This is an optimization exercise on Yosys and OpenROAD, whose aim is small area, a short achievable clock period and few clock cycles, not a production implementation. For this run, only the layout was checked, not whether the RTL still works.

<file path="design/flow/design.v">
module fenc_crc8 (
    input  wire [7:0] crc_in,
    input  wire [7:0] data,
    output wire [7:0] crc_out
);
    wire [15:0] v = {data, crc_in};
    assign crc_out[0] = ^(v & 16'hcbcb);
    assign crc_out[1] = ^(v & 16'h9696);
    assign crc_out[2] = ^(v & 16'he7e7);
    assign crc_out[3] = ^(v & 16'hcece);
    assign crc_out[4] = ^(v & 16'h5757);
    assign crc_out[5] = ^(v & 16'haeae);
    assign crc_out[6] = ^(v & 16'h9797);
    assign crc_out[7] = ^(v & 16'he5e5);
endmodule
module fenc_crc48 (
    input  wire [7:0] crc_in,
    input  wire [47:0] data,
    output wire [7:0] crc_out
);
    wire [55:0] v = {data, crc_in};
    assign crc_out[0] = ^(v & 56'hcbe117ed3e4646);
    assign crc_out[1] = ^(v & 56'h96c32fda7d8c8c);
    assign crc_out[2] = ^(v & 56'he7664859c55e5e);
    assign crc_out[3] = ^(v & 56'hcecd90b28abdbd);
    assign crc_out[4] = ^(v & 56'h577a36882b3d3d);
    assign crc_out[5] = ^(v & 56'haef46c10577a7a);
    assign crc_out[6] = ^(v & 56'h9708cecd90b2b2);
    assign crc_out[7] = ^(v & 56'he5f08b761f2323);
endmodule
module fenc_crc_keep (
    input  wire [7:0] crc_in,
    output wire [7:0] byte_o
);
    assign byte_o[0] = ^(crc_in & 8'h43);
    assign byte_o[1] = ^(crc_in & 8'h86);
    assign byte_o[2] = ^(crc_in & 8'h4f);
    assign byte_o[3] = ^(crc_in & 8'h9f);
    assign byte_o[4] = ^(crc_in & 8'h7c);
    assign byte_o[5] = ^(crc_in & 8'hf9);
    assign byte_o[6] = ^(crc_in & 8'hb1);
    assign byte_o[7] = ^(crc_in & 8'h21);
endmodule
module fenc_clamp (
    input  wire [15:0] v,
    input  wire        p,
    output wire [10:0] c
);
    wire big = v[14] | v[13] | v[12] | v[11];
    wire lo  = v[15] | (!big && (p ? fenc_lt(v[10:0], 11'd191) : fenc_lt(v[10:0], 11'd1000)));
    wire hi  = !v[15] && (big || (p ? fenc_gt(v[10:0], 11'd1792) : fenc_gt(v[10:0], 11'd2000)));
    assign c = lo ? (p ? 11'd191 : 11'd1000) : hi ? (p ? 11'd1792 : 11'd2000) : v[10:0];
    function fenc_lt(input [10:0] x, input [10:0] k);
        integer i;
        begin
            fenc_lt = 1'b0;
            for (i = 0; i < 11; i = i + 1)
                fenc_lt = k[i] ? (!x[i] || fenc_lt) : (!x[i] && fenc_lt);
        end
    endfunction
    function fenc_gt(input [10:0] x, input [10:0] k);
        integer i;
        begin
            fenc_gt = 1'b0;
            for (i = 0; i < 11; i = i + 1)
                fenc_gt = k[i] ? (x[i] && fenc_gt) : (x[i] || fenc_gt);
        end
    endfunction
endmodule
module fenc_add #(parameter integer W = 25, parameter integer L = 5) (
    input  wire [W-1:0] a,
    input  wire [W-1:0] b,
    output wire [W-1:0] s
);
    wire [W-1:0] g [0:2*L];
    wire [W-1:0] p [0:2*L];
    assign g[0] = a & b;
    assign p[0] = a ^ b;
    genvar l, i;
    generate
        for (l = 0; l < L; l = l + 1) begin : g_up
            for (i = 0; i < W; i = i + 1) begin : g_bit
                if ((((i + 1) % (2 << l)) == 0)) begin : g_comb
                    assign g[l+1][i] = g[l][i] | (p[l][i] & g[l][i - (1 << l)]);
                    assign p[l+1][i] = p[l][i] & p[l][i - (1 << l)];
                end else begin : g_pass
                    assign g[l+1][i] = g[l][i];
                    assign p[l+1][i] = p[l][i];
                end
            end
        end
        for (l = L - 1; l >= 0; l = l - 1) begin : g_dn
            for (i = 0; i < W; i = i + 1) begin : g_bit
                if ((((i + 1) % (1 << l)) == 0) && (((i + 1) % (2 << l)) != 0) && (i >= (2 << l))) begin : g_comb
                    assign g[2*L-l][i] = g[2*L-l-1][i] | (p[2*L-l-1][i] & g[2*L-l-1][i - (1 << l)]);
                    assign p[2*L-l][i] = p[2*L-l-1][i] & p[2*L-l-1][i - (1 << l)];
                end else begin : g_pass
                    assign g[2*L-l][i] = g[2*L-l-1][i];
                    assign p[2*L-l][i] = p[2*L-l-1][i];
                end
            end
        end
    endgenerate
    assign s = p[0] ^ {g[2*L][W-2:0], 1'b0};
endmodule
module fenc_map (
    input  wire [15:0] a,
    input  wire        proto,         
    input  wire        thr,           
    output wire [15:0] y
);
    wire [24:0] a25 = {{9{a[15]}}, a};
    wire [24:0] o1 = a25 << 7;
    wire [24:0] o2 = proto ? (a25 << 6) : ~(a25 << 2);
    wire [24:0] o3 = proto ? (a25 << 3) : a25;
    wire [24:0] o4 = proto ? (thr ? (25'd191 << 9) : (25'd992 << 10))
                           : (thr ? (25'd1000 << 9) + 25'd1 : (25'd1500 << 10) + 25'd1);
    wire [24:0] s1 = o1 ^ o2 ^ o3;
    wire [24:0] c1 = ((o1 & o2) | (o1 & o3) | (o2 & o3)) << 1;
    wire [24:0] s2 = s1 ^ c1 ^ o4;
    wire [24:0] c2 = ((s1 & c1) | (s1 & o4) | (c1 & o4)) << 1;
    wire [24:0] z;
    fenc_add #(.W(25)) u_add (.a(s2), .b(c2), .s(z));
    assign y = thr ? z[24:9] : {z[24], z[24:10]};
endmodule
module fenc_mapc (
    input  wire [15:0] y,
    input  wire        proto,         
    input  wire        thr,           
    input  wire        armed,
    input  wire [10:0] thrmax,
    output wire [10:0] v
);
    wire big = y[14] | y[13] | y[12] | y[11];
    wire lo  = y[15] | (!big && (proto ? lt_c(y[10:0], 11'd191) : lt_c(y[10:0], 11'd1000)));
    wire hi  = !y[15] && (big || (thr ? gt_v(y[10:0], thrmax) :
                                  proto ? gt_v(y[10:0], 11'd1792) : gt_v(y[10:0], 11'd2000)));
    wire [10:0] hv  = thr ? thrmax : proto ? 11'd1792 : 11'd2000;
    wire [10:0] c   = lo ? (proto ? 11'd191 : 11'd1000) : hi ? hv : y[10:0];
    wire [10:0] dis = proto ? (thr ? 11'd191 : 11'd992) : (thr ? 11'd1000 : 11'd1500);
    assign v = armed ? c : dis;
    function lt_c(input [10:0] x, input [10:0] k);
        integer i;
        begin
            lt_c = 1'b0;
            for (i = 0; i < 11; i = i + 1)
                lt_c = k[i] ? (!x[i] || lt_c) : (!x[i] && lt_c);
        end
    endfunction
    function gt_v(input [10:0] x, input [10:0] k);
        integer i;
        begin
            gt_v = 1'b0;
            for (i = 0; i < 11; i = i + 1)
                gt_v = (x[i] && !k[i]) || (!(x[i] ^ k[i]) && gt_v);
        end
    endfunction
endmodule
module fenc_fbrd (
    input  wire [175:0] v,
    input  wire [7:0]   chk,
    input  wire         proto,        
    input  wire         n16,
    input  wire [5:0]   addr,
    output wire [7:0]   byte_o
);
    wire [63:0] dec = 64'd1 << addr;
    wire [7:0] cb = ({8{dec[0]}} & 8'hC8) | ({8{dec[1]}} & 8'h18) | ({8{dec[2]}} & 8'h16)
        | ({8{dec[25]}} & chk)
        | ({8{dec[3]}} & v[7:0])
        | ({8{dec[4]}} & v[15:8])
        | ({8{dec[5]}} & v[23:16])
        | ({8{dec[6]}} & v[31:24])
        | ({8{dec[7]}} & v[39:32])
        | ({8{dec[8]}} & v[47:40])
        | ({8{dec[9]}} & v[55:48])
        | ({8{dec[10]}} & v[63:56])
        | ({8{dec[11]}} & v[71:64])
        | ({8{dec[12]}} & v[79:72])
        | ({8{dec[13]}} & v[87:80])
        | ({8{dec[14]}} & v[95:88])
        | ({8{dec[15]}} & v[103:96])
        | ({8{dec[16]}} & v[111:104])
        | ({8{dec[17]}} & v[119:112])
        | ({8{dec[18]}} & v[127:120])
        | ({8{dec[19]}} & v[135:128])
        | ({8{dec[20]}} & v[143:136])
        | ({8{dec[21]}} & v[151:144])
        | ({8{dec[22]}} & v[159:152])
        | ({8{dec[23]}} & v[167:160])
        | ({8{dec[24]}} & v[175:168])
        ;
    wire [7:0] mb = ({8{dec[0]}} & 8'h24) | ({8{dec[1]}} & 8'h4D) | ({8{dec[2]}} & 8'h3C)
        | ({8{dec[3]}} & (n16 ? 8'h20 : 8'h10)) | ({8{dec[4]}} & 8'hC8)
        | ({8{dec[37]}} & chk) | ({8{dec[21] & !n16}} & chk)
        | ({8{dec[5]}} & v[7:0])
        | ({8{dec[6]}} & {5'd0, v[10:8]})
        | ({8{dec[7]}} & v[18:11])
        | ({8{dec[8]}} & {5'd0, v[21:19]})
        | ({8{dec[9]}} & v[29:22])
        | ({8{dec[10]}} & {5'd0, v[32:30]})
        | ({8{dec[11]}} & v[40:33])
        | ({8{dec[12]}} & {5'd0, v[43:41]})
        | ({8{dec[13]}} & v[51:44])
        | ({8{dec[14]}} & {5'd0, v[54:52]})
        | ({8{dec[15]}} & v[62:55])
        | ({8{dec[16]}} & {5'd0, v[65:63]})
        | ({8{dec[17]}} & v[73:66])
        | ({8{dec[18]}} & {5'd0, v[76:74]})
        | ({8{dec[19]}} & v[84:77])
        | ({8{dec[20]}} & {5'd0, v[87:85]})
        | ({8{dec[21] & n16}} & v[95:88])
        | ({8{dec[22]}} & {5'd0, v[98:96]})
        | ({8{dec[23]}} & v[106:99])
        | ({8{dec[24]}} & {5'd0, v[109:107]})
        | ({8{dec[25]}} & v[117:110])
        | ({8{dec[26]}} & {5'd0, v[120:118]})
        | ({8{dec[27]}} & v[128:121])
        | ({8{dec[28]}} & {5'd0, v[131:129]})
        | ({8{dec[29]}} & v[139:132])
        | ({8{dec[30]}} & {5'd0, v[142:140]})
        | ({8{dec[31]}} & v[150:143])
        | ({8{dec[32]}} & {5'd0, v[153:151]})
        | ({8{dec[33]}} & v[161:154])
        | ({8{dec[34]}} & {5'd0, v[164:162]})
        | ({8{dec[35]}} & v[172:165])
        | ({8{dec[36]}} & {5'd0, v[175:173]})
        ;
    assign byte_o = proto ? cb : mb;
endmodule
module fenc (
    input  wire        clk,
    input  wire        rst,           
    input  wire        cmd_valid,
    output wire        cmd_ready,
    input  wire [31:0] cmd,
    output wire        rsp_valid,
    output wire        rsp_ok,
    output wire [15:0] rsp_data
);
    localparam [7:0] OP_NOP    = 8'h00, OP_LDAX   = 8'h01, OP_LDCH   = 8'h02,
                     OP_SETARM = 8'h03, OP_CSRW   = 8'h04, OP_CSRR   = 8'h05,
                     OP_RDAX   = 8'h06, OP_RDCH   = 8'h07, OP_RDFB   = 8'h08,
                     OP_POP    = 8'h09, OP_REWIND = 8'h0A, OP_RST    = 8'h0F,
                     OP_XORI   = 8'h10, OP_XORB   = 8'h11, OP_CRCI   = 8'h12,
                     OP_CRCB   = 8'h13, OP_MAPM   = 8'h20, OP_MAPC   = 8'h21,
                     OP_FMTM   = 8'h30, OP_FMTC   = 8'h31, OP_ENC    = 8'h40;
    reg         busy;                 
    reg         hold_q;               
    reg         sq_map, sq_fmt;       
    reg         sq_enc;               
    reg         sq_proto;             
    reg         rsp_ok_q;
    reg [15:0]  rsp_data_q;           
    reg         rs_ax, rs_ch;         
    reg [3:0]   raddr;                
    reg [15:0]  ax [0:3];
    reg         armed_q;
    reg [15:0]  ch [0:15];
    reg [7:0]   xsum_q, crc_q;
    reg [175:0] fbp;                  
    reg [7:0]   fbchk;                
    reg         fvalid_q, fproto_q, fn16_q;
    reg [5:0]   optr_q;
    reg         err_q;
    reg [2:0]   ecode_q;
    reg [3:0]   cfg_q;                
    reg [10:0]  aom_q, tmm_q, aoc_q, tmc_q;    
    wire seq  = sq_map || sq_fmt;
    wire idle = !hold_q;
    wire take = cmd_valid && idle;
    assign cmd_ready = idle && !rst;
    assign rsp_valid = busy && !rst;
    assign rsp_ok    = rsp_ok_q;
    wire [7:0]  op  = cmd[31:24];
    wire [7:0]  idx = cmd[23:16];
    wire [15:0] imm = cmd[15:0];
    wire idx0 = (idx == 8'd0);
    wire imm0 = (imm == 16'd0);
    reg legal;
    always @* begin
        case (op)
            OP_NOP, OP_POP, OP_REWIND, OP_RST, OP_XORI, OP_CRCI,
            OP_MAPM, OP_MAPC, OP_FMTM, OP_FMTC, OP_ENC:
                           legal = idx0 && imm0;
            OP_LDAX:       legal = (idx[7:2] == 6'd0);
            OP_LDCH:       legal = (idx[7:4] == 4'd0);
            OP_SETARM:     legal = idx0 && (imm[15:1] == 15'd0);
            OP_CSRW:       legal = 1'b1;
            OP_CSRR:       legal = imm0;
            OP_RDAX:       legal = (idx[7:2] == 6'd0) && imm0;
            OP_RDCH:       legal = (idx[7:4] == 4'd0) && imm0;
            OP_RDFB:       legal = imm0;
            OP_XORB, OP_CRCB:
                           legal = idx0 && (imm[15:8] == 8'd0);
            default:       legal = 1'b0;
        endcase
    end
    wire [5:0] flen = !fvalid_q ? 6'd0 : fproto_q ? 6'd26 : fn16_q ? 6'd38 : 6'd22;
    wire csr_rd_ok = (idx[7:3] == 5'd0 && idx[2:0] <= 3'd5) || (idx[7:2] == 6'd2);
    wire csr_wr_ok = idx0 || (idx[7:2] == 6'd2);
    reg [2:0] ecode_new;
    always @* begin
        ecode_new = 3'd0;
        if (!legal) ecode_new = 3'd1;
        else case (op)
            OP_CSRW: if (!csr_wr_ok) ecode_new = 3'd2;
            OP_CSRR: if (!csr_rd_ok) ecode_new = 3'd2;
            OP_RDFB: if (!fvalid_q) ecode_new = 3'd4;
                     else if ({2'b00, flen} <= idx) ecode_new = 3'd3;
            OP_POP:  if (!fvalid_q) ecode_new = 3'd4;
                     else if (optr_q == flen) ecode_new = 3'd3;
            default: ;
        endcase
    end
    wire ok = (ecode_new == 3'd0);
    wire idx_lo2 = (idx[7:2] == 6'd0), idx_lo4 = (idx[7:4] == 4'd0);
    wire imm_lo8 = (imm[15:8] == 8'd0), imm_lo1 = (imm[15:1] == 15'd0);
    wire z0   = idx0 && imm0;
    wire w_ldax  = take && op == OP_LDAX && idx_lo2;
    wire ldch    = take && op == OP_LDCH && idx_lo4;
    wire w_arm   = take && op == OP_SETARM && idx0 && imm_lo1;
    wire w_csrw  = take && op == OP_CSRW;
    wire w_pop   = take && op == OP_POP && z0 && fvalid_q && (optr_q != flen);
    wire w_rew   = take && op == OP_REWIND && z0;
    wire w_rst   = take && op == OP_RST && z0;
    wire w_xori  = take && op == OP_XORI && z0;
    wire w_xorb  = take && op == OP_XORB && idx0 && imm_lo8;
    wire w_crci  = take && op == OP_CRCI && z0;
    wire w_crcb  = take && op == OP_CRCB && idx0 && imm_lo8;
    wire w_map   = take && (op == OP_MAPM || op == OP_MAPC || op == OP_ENC) && z0;
    wire w_fmt   = take && (op == OP_FMTM || op == OP_FMTC) && z0;
    reg  rst_cmd_q;
    wire do_rst = rst || rst_cmd_q;
    wire [1:0]  mk     = raddr[1:0];     
    wire [1:0]  fq     = raddr[3:2];     
    wire [1:0]  ax_sel = raddr[1:0];
    wire [15:0] ax_rd  = ax[ax_sel];
    wire [1:0]  ch_q = raddr[3:2];
    wire [15:0] ch_a [0:3];
    genvar gi;
    generate
        for (gi = 0; gi < 4; gi = gi + 1) begin : g_cha
            assign ch_a[gi] = ch_q[1] ? (ch_q[0] ? ch[12 + gi] : ch[8 + gi])
                                      : (ch_q[0] ? ch[4 + gi]  : ch[gi]);
        end
    endgenerate
    wire [15:0] ch_rd = ch_a[raddr[1:0]];
    wire [7:0] fb_byte;
    fenc_fbrd u_fbrd (.v(fbp), .chk(fbchk), .proto(fproto_q), .n16(fn16_q),
                      .addr((op == OP_POP) ? optr_q : idx[5:0]), .byte_o(fb_byte));
    wire [15:0] csr_dec = 16'd1 << idx[3:0];
    wire [15:0] csr_rdata = ({16{csr_dec[0]}}  & {12'd0, cfg_q}) |
                            ({16{csr_dec[1]}}  & {8'd0, 1'b0, ecode_q, 1'b0, err_q, fproto_q, fvalid_q}) |
                            ({16{csr_dec[2]}}  & {10'd0, flen}) |
                            ({16{csr_dec[3]}}  & {10'd0, optr_q}) |
                            ({16{csr_dec[4]}}  & {8'd0, xsum_q}) |
                            ({16{csr_dec[5]}}  & {8'd0, crc_q}) |
                            ({16{csr_dec[8]}}  & {5'd0, aom_q}) |
                            ({16{csr_dec[9]}}  & {5'd0, tmm_q}) |
                            ({16{csr_dec[10]}} & {5'd0, aoc_q}) |
                            ({16{csr_dec[11]}} & {5'd0, tmc_q});
    assign rsp_data = rsp_data_q | ({16{rs_ax}} & ax_rd) | ({16{rs_ch}} & ch_rd);
    wire [43:0] f_vals;
    generate
        for (gi = 0; gi < 4; gi = gi + 1) begin : g_fcl
            fenc_clamp u_c (.v(ch_a[gi]), .p(sq_proto), .c(f_vals[11 * gi +: 11]));
        end
    endgenerate
    wire [10:0] imm_c;
    fenc_clamp u_cimm (.v(imm), .p(idx[1]), .c(imm_c));
    wire [15:0] m_y;
    wire        m_thr = (mk == 2'd3);
    fenc_map u_map (.a(ax_rd), .proto(sq_proto), .thr(m_thr), .y(m_y));
    wire [10:0] m_out;
    fenc_mapc u_mapc (.y(m_y), .proto(sq_proto), .thr(m_thr), .armed(armed_q),
                      .thrmax(sq_proto ? tmc_q : tmm_q), .v(m_out));
    wire        m_ord  = sq_proto ? cfg_q[3] : cfg_q[2];
    wire [1:0]  m_slot = mk[1] ? {1'b1, mk[0] ^ m_ord} : mk;
    wire        m_wr   = sq_map;
    wire [10:0] m_aux  = (mk == 2'd0) ? (sq_proto ? 11'd191 : 11'd1000) :
                         armed_q ? (sq_proto ? 11'd1792 : 11'd2000) : (sq_proto ? aoc_q : aom_q);
    wire [15:0] bus_a  = do_rst ? 16'd0 : ldch ? imm : {5'd0, m_out};
    wire [15:0] bus_b  = do_rst ? 16'd0 : ldch ? imm : {5'd0, m_aux};
    wire [3:0]  f_nib = fq[1] ? fbp[131:128] : fbp[43:40];
    wire [7:0]  f_acc = (fq == 2'd0) ? 8'hD3 : fbchk;      
    wire [7:0]  f_keep;
    fenc_crc_keep u_keep (.crc_in(f_acc), .byte_o(f_keep));
    wire [7:0]  f_b0  = fq[0] ? {f_vals[3:0], f_nib} : f_keep;
    wire [39:0] f_b15 = fq[0] ? f_vals[43:4] : f_vals[39:0];
    wire [7:0]  f_crc;
    fenc_crc48 u_crc (.crc_in(f_acc), .data({f_b15, f_b0}), .crc_out(f_crc));
    reg  [7:0] f_x;
    integer fi;
    always @* begin
        f_x = (fq == 2'd0) ? ((cfg_q[1] ? 8'h20 : 8'h10) ^ 8'hC8) : fbchk;
        if (!fq[1] || cfg_q[1])
            for (fi = 0; fi < 4; fi = fi + 1)
                f_x = f_x ^ f_vals[11 * fi +: 8] ^ {5'd0, f_vals[11 * fi + 8 +: 3]};
    end
    wire [7:0] f_chk = sq_proto ? f_crc : f_x;
    wire       f_end = sq_fmt && (fq == 2'd3);
    wire [7:0] crcb_out;
    fenc_crc8 u_crcb (.crc_in(crc_q), .data(imm[7:0]), .crc_out(crcb_out));
    integer k;
    always @(posedge clk) begin
        rsp_ok_q <= ok;
        rsp_data_q <= ({16{ok && op == OP_CSRR}} & csr_rdata) |
                      {8'd0, {8{ok && (op == OP_RDFB || op == OP_POP)}} & fb_byte};
        rs_ax    <= ok && op == OP_RDAX;
        rs_ch    <= ok && op == OP_RDCH;
        if (!seq)
            raddr <= idx[3:0];
        else if (sq_map)
            raddr <= (mk == 2'd3) ? 4'd0 : raddr + 4'd1;
        else
            raddr <= raddr + 4'd4;
        rst_cmd_q <= !rst && w_rst;
        hold_q    <= !rst && (take || (sq_map && !(mk == 2'd3 && !sq_enc)) ||
                              (sq_fmt && fq != 2'd3));
        if (rst) begin
            busy   <= 1'b0;
            sq_map <= 1'b0;
            sq_fmt <= 1'b0;
        end else begin
            busy <= take;
            if (w_map) begin
                sq_map   <= 1'b1;
                sq_enc   <= (op == OP_ENC);
                sq_proto <= (op == OP_ENC) ? cfg_q[0] : op[0];
            end else if (w_fmt) begin
                sq_fmt   <= 1'b1;
                sq_proto <= op[0];
            end else if (sq_map && mk == 2'd3) begin
                sq_map <= 1'b0;
                sq_fmt <= sq_enc;
            end else if (sq_fmt && fq == 2'd3) begin
                sq_fmt <= 1'b0;
            end
        end
        for (k = 0; k < 4; k = k + 1)
            if (do_rst || (ldch && idx[3:0] == k) || (m_wr && m_slot == k))
                ch[k] <= bus_a;
        if (do_rst || (ldch && idx[3:0] == 4) || (sq_map && mk == 2'd1))
            ch[4] <= bus_b;
        for (k = 5; k < 16; k = k + 1)
            if (do_rst || (ldch && idx[3:0] == k) || (sq_map && mk == 2'd0))
                ch[k] <= bus_b;
        if (sq_fmt) begin
            case (fq)
                2'd0: fbp[43:0]    <= f_vals;
                2'd1: fbp[87:44]   <= f_vals;
                2'd2: fbp[131:88]  <= f_vals;
                2'd3: fbp[175:132] <= f_vals;
            endcase
            fbchk <= f_chk;
        end
        if (do_rst) begin
            for (k = 0; k < 4; k = k + 1) ax[k] <= 16'd0;
            armed_q  <= 1'b0;
            xsum_q   <= 8'd0;
            crc_q    <= 8'd0;
            fvalid_q <= 1'b0;
            fproto_q <= 1'b0;
            fn16_q   <= 1'b0;
            optr_q   <= 6'd0;
            err_q    <= 1'b0;
            ecode_q  <= 3'd0;
            cfg_q    <= 4'b1000;
            aom_q    <= 11'd1000;
            tmm_q    <= 11'd2000;
            aoc_q    <= 11'd191;
            tmc_q    <= 11'd1792;
        end else begin
            if (take && !ok) begin
                err_q <= 1'b1;
                if (!err_q) ecode_q <= ecode_new;
            end
            if (w_ldax) ax[idx[1:0]] <= imm;
            if (w_arm)  armed_q <= imm[0];
            if (w_csrw) case (idx)
                8'h00: cfg_q <= imm[3:0];
                8'h08: aom_q <= imm_c;
                8'h09: tmm_q <= imm_c;
                8'h0A: aoc_q <= imm_c;
                8'h0B: tmc_q <= imm_c;
                default: ;
            endcase
            if (w_pop)  optr_q <= optr_q + 6'd1;
            if (w_rew)  optr_q <= 6'd0;
            if (w_xori) xsum_q <= 8'd0;
            if (w_xorb) xsum_q <= xsum_q ^ imm[7:0];
            if (w_crci) crc_q  <= 8'd0;
            if (w_crcb) crc_q  <= crcb_out;
            if (f_end) begin
                if (sq_proto) crc_q  <= f_chk;
                else          xsum_q <= f_chk;
                fvalid_q <= 1'b1;
                fproto_q <= sq_proto;
                fn16_q   <= cfg_q[1];
                optr_q   <= 6'd0;
            end
        end
    end
endmodule
</file>
<file path="design/flow/flow/run.sh">
#!/bin/bash
# The standard layout (the standard.sh: its synthesis, placement, CTS and
# routing), with settings changed for the steps after synthesis:
# - the ports get buf_2 buffers instead of the smallest buffer cell,
# - repair_timing is asked to leave 11.7 ns of setup slack at the design's
#   clock period, so that cells are sized for a shorter achieved period,
# - core utilisation 40%; the clock tree settings are in config.mk.
set -euo pipefail
bash standard.sh synth > orfs_synth.log 2>&1
bash standard.sh SETUP_SLACK_MARGIN=11.7 CORE_UTILIZATION=40 "BUFFER_PORTS_ARGS=-buffer_cell sky130_fd_sc_hd__buf_2" finish > orfs_layout.log 2>&1
</file>
<file path="design/flow/standard.sh">
#!/bin/bash
# synth_recipe.tcl (not shown) runs the flow's synth.tcl, then flattens the netlist and writes it again
# the make line also repeats each setting of config.mk as NAME=value (left out here)
make -C /OpenROAD-flow-scripts/flow DESIGN_CONFIG=/design/flow/config.mk WORK_HOME=/design/flow/orfs CLKGATE_MAP_FILE= SYNTH_SCRIPT=/design/flow/synth_recipe.tcl "${@:-finish}"
</file>
<file path="design/flow/config.mk">
export PLATFORM = sky130hd
export DESIGN_NAME = fenc
export DESIGN_NICKNAME = fenc
export VERILOG_FILES = /design/flow/design.v
export SDC_FILE = /design/flow/constraint.sdc
export NUM_CORES = 4
export LEC_CHECK = 0
export CAP_MARGIN = 20
export CORE_MARGIN = 2
export CORE_UTILIZATION = 40
export CTS_CLUSTER_DIAMETER = 60
export CTS_CLUSTER_SIZE = 30
export SLEW_MARGIN = 20
</file>
<file path="design/flow/constraint.sdc">
create_clock -name core_clock -period 20.0 [get_ports {clk}]
set_input_delay 4.0000 -clock core_clock [delete_from_list [all_inputs] [get_ports {clk}]]
set_output_delay 4.0000 -clock core_clock [all_outputs]
set_load 0.01 [all_outputs]
</file>
==> flow_metrics.tcl <==
set metrics [dict create \
    drtIter0Drc 3706 \
    clk_latency_ns 0.68 \
    layout_commonest_cell "edfxtp_1" \
    fp.dieH_um 296 \
    whs_ns 0.480 \
    numClockSinks 607 \
    cpPeakStageDelay_ns 0.11 \
    critPathBufInv 2 \
    maxCapViolations 0 \
    vias 27300 \
    cts.clk_slew.worst_paths_ns 0.08 \
    grt_overflow 0 \
    min_path_type "flip-flop to flip-flop" \
    fin_skew_ns 0.0398 \
    dieArea_sq_um 87800 \
    clockBufferDepth 3 \
    end_kind "output port" \
    finalHoldViolCount 0 \
    synthCells 3015 \
    grt_pass1_wl_um 193000 \
    startpoint_type "primary input" \
    place_hpwl_um 100000 \
    critical_path_class "primary input to output port" \
    p_per_area_nw_per_um2 91.5 \
    grt_max_degree 60 \
    wl_per_cell_um 32.6 \
    core_sq_um 84900 \
    power.leakage_nw 13.5 \
    synth_nets 3153 \
    max-slew-margin-rel 0.194 \
    grtUsageTotal 0.309 \
    cp_slowest_cell "buf_12" \
    postLayoutCellArea_sq_um 38100 \
    cts_root_buf "clkbuf_16" \
    period_minus_slack_ns 8.30 \
    path_cells "buf_12 -> nor2b_4 -> buf_6" \
    outcome "finished clean" \
    fin_tns_setup_ns 0 \
    cp_top_family "buffers and inverters" \
    antenna_found_initial 2 \
    fin_util 0.448 \
    fmax_mhz 120 \
    start_util 0.403 \
    period_share 0.415 \
    netlist_area_sq_um 34200 \
    rsz0062_at_grt "true" \
    synth_flop_cell "edfxtp_1" \
    io_buffers 53 \
    rows 107 \
    tightest_slew_ns 1.20 \
    n_fill_cell 7901 \
    dr.pass1.iters 10 \
    crit_arrival_ns 4.30 \
    critPathMaxFanout 3 \
    ant_nets 0 \
    required_ns 16.00 \
    ir_worst_vdd_uv 105 \
    drive_above_1_share 0.138 \
    synth_edf_count 508 \
    drt-vias-per-instance 6.47 \
    drv_slew 0 \
    async_reset_ff_frac 0 \
    cts_buffers 53 \
    drc_errors 0 \
    area_delta_synth_final_pct 11.3 \
    place.gp.congestion 0.976 \
    setup_viol 0 \
    synth_seq_cells 607 \
    cts_tree "yes" \
    synth_cell_type_count 103 \
    routed_wl_um 137000 \
    h-tree-depth 2 \
    ios 54 \
    avgSynthCellArea_sq_um 11.3 \
    ys_warn_count 6 \
    mostFrequentLayoutCells "508 x edfxtp_1, 267 x nor2_1, 253 x nand2_1, 166 x xnor2_1, 135 x a21oi_1" \
    place_area_sq_um 35900 \
    fin_nets 3162 \
    cts-hold-fix-buffers 0 \
    synth.yosys.seq_area_share 0.504 \
    power_mw 3.48 \
    grt_pass1_vias 26000 \
    dieWidth_um 296 \
]
[cells in the mapped netlist, types with 57 or more instances]
library cell / n / share of area
mux4_2: 80 / 0.053
nand3_1: 81 / 0.012
dfxtp_1: 99 / 0.058
edfxtp_1: 508 / 0.45
nor2_1: 280 / 0.031
a21oi_1: 137 / 0.020
a22oi_1: 88 / 0.019
o21ai_0: 145 / 0.021
nand2_1: 253 / 0.028
mux2i_1: 57 / 0.017
inv_1: 101 / 0.011
xnor2_1: 166 / 0.043
xor2_1: 66 / 0.017
ha_1: 71 / 0.026
clkbuf_1: 153 / 0.017
[stage by stage]
| step | std cells | worst slack [ns] |
|---|---|---|
| after global placement | 4110 | 11.20 |
| after floorplan | 3015 | 11.71 |
| after CTS | 4212 | 11.69 |
| after detailed placement | 4111 | 11.23 |
| final | 4214 | 11.70 |
| after global routing | 4213 | 11.69 |
[cell type report]
cell class,instances,area (sq um),area share
sequential,607,17200,0.453
inverter,103,387,0.0102
antenna,1,2.50,0.0000657
clock inverter,45,699,0.0184
timing repair buffer,141,968,0.0254
tap,1144,1430,0.0376
multi-input combinational,2118,16000,0.420
clock buffer,55,1340,0.0351
[worst paths after layout]
kind                                from   endpoint  slack, ns  cells after the start
worst max-delay path                 rst  rsp_valid      11.70                      3
worst min-delay path            cfg_q[0]   cfg_q[0]       0.48                      2
worst max register to register  raddr[0]   ch[1][6]      12.12                     29
worst min register to register  cfg_q[0]   cfg_q[0]       0.48                      2
[state kept, by name, indices dropped and copies added, names as in the netlist, 3 cells and up]
register	count
rsp_data_q	11
ax	64
ch	256
aoc_q	11
raddr	4
xsum_q	8
fbp	176
tmm_q	11
ecode_q	3
tmc_q	11
optr_q	6
aom_q	11
fbchk	8
cfg_q	4
crc_q	8
[timing repair]
item | in CTS | in global routing
buffers inserted | 1 | 1
pin swaps | 1 | 1
endpoints found under the hold margin | 0 | 0
setup endpoints to repair | 8 | 41
resized for setup | 10 | 5
[tightest hold or removal path: cells and delay by family (launching register included)]
| kind | cells | cell delay [ns] |
|---|---|---|
| flip-flops | 1 | 0.31 |
| AO/OA/AOI/OAI | 2 | 0.12 |
[logic make-up (layout without fill, tap and decap cells)]
logic type	Yosys count	in the layout	synth area share
other	0	1	0
xor gates and xnor gates	251	251	0.0720
adders and majority gates	103	103	0.0447
AOI/OAI and AO/OA	756	756	0.155
DFF	607	607	0.504
buffers and inverters	290	344	0.0344
muxes	150	150	0.0740
and+or+nand+nor	858	858	0.116
[metal layers]
metal | vias to the layer above | GRT usage | share of wire
li1 | 11500 | - | -
met1 | 13700 | 0.401 | 0.38
met2 | 1650 | 0.498 | 0.47
met3 | 388 | 0.0448 | 0.083
met4 | 2 | 0.172 | 0.066
met5 | - | 0 | 0.000095
[power by group]
part / switching (mW) / total [mW] / internal, mW
Sequential: 0.0128 / 1.42 / 1.41
Combinational: 0.567 / 0.897 / 0.330
Clock: 0.593 / 1.16 / 0.569
Total: 1.17 / 3.48 / 2.31

re-timing with driven ports:
No port has a modelled driver above. Below, the same layout with a new extraction and two added sets of constraints. Step 1, drivers: a clkbuf_16 drives clk and a buf_2 each remaining input, both assumed. Step 2, shift: input delay + t, output delay - t, t = (earliest + latest rising clock arrival at the registers) / 2. This alone moves slack from input paths to output paths. Three values: no drivers, after step 1, after step 2; two values: the first two.
shift t [ns]: 0.726
setup slack, ns: 11.698 / 11.650 / 11.326
worst setup path after step 2: input to register
worst register clock-pin slew, ns: 0.10 / 0.10
cell pins on the clock port's net: 1
After both steps setup and hold are still met in this run. The setup slack of this run moves by -0.048 ns with the drivers and by -0.372 ns with both steps.
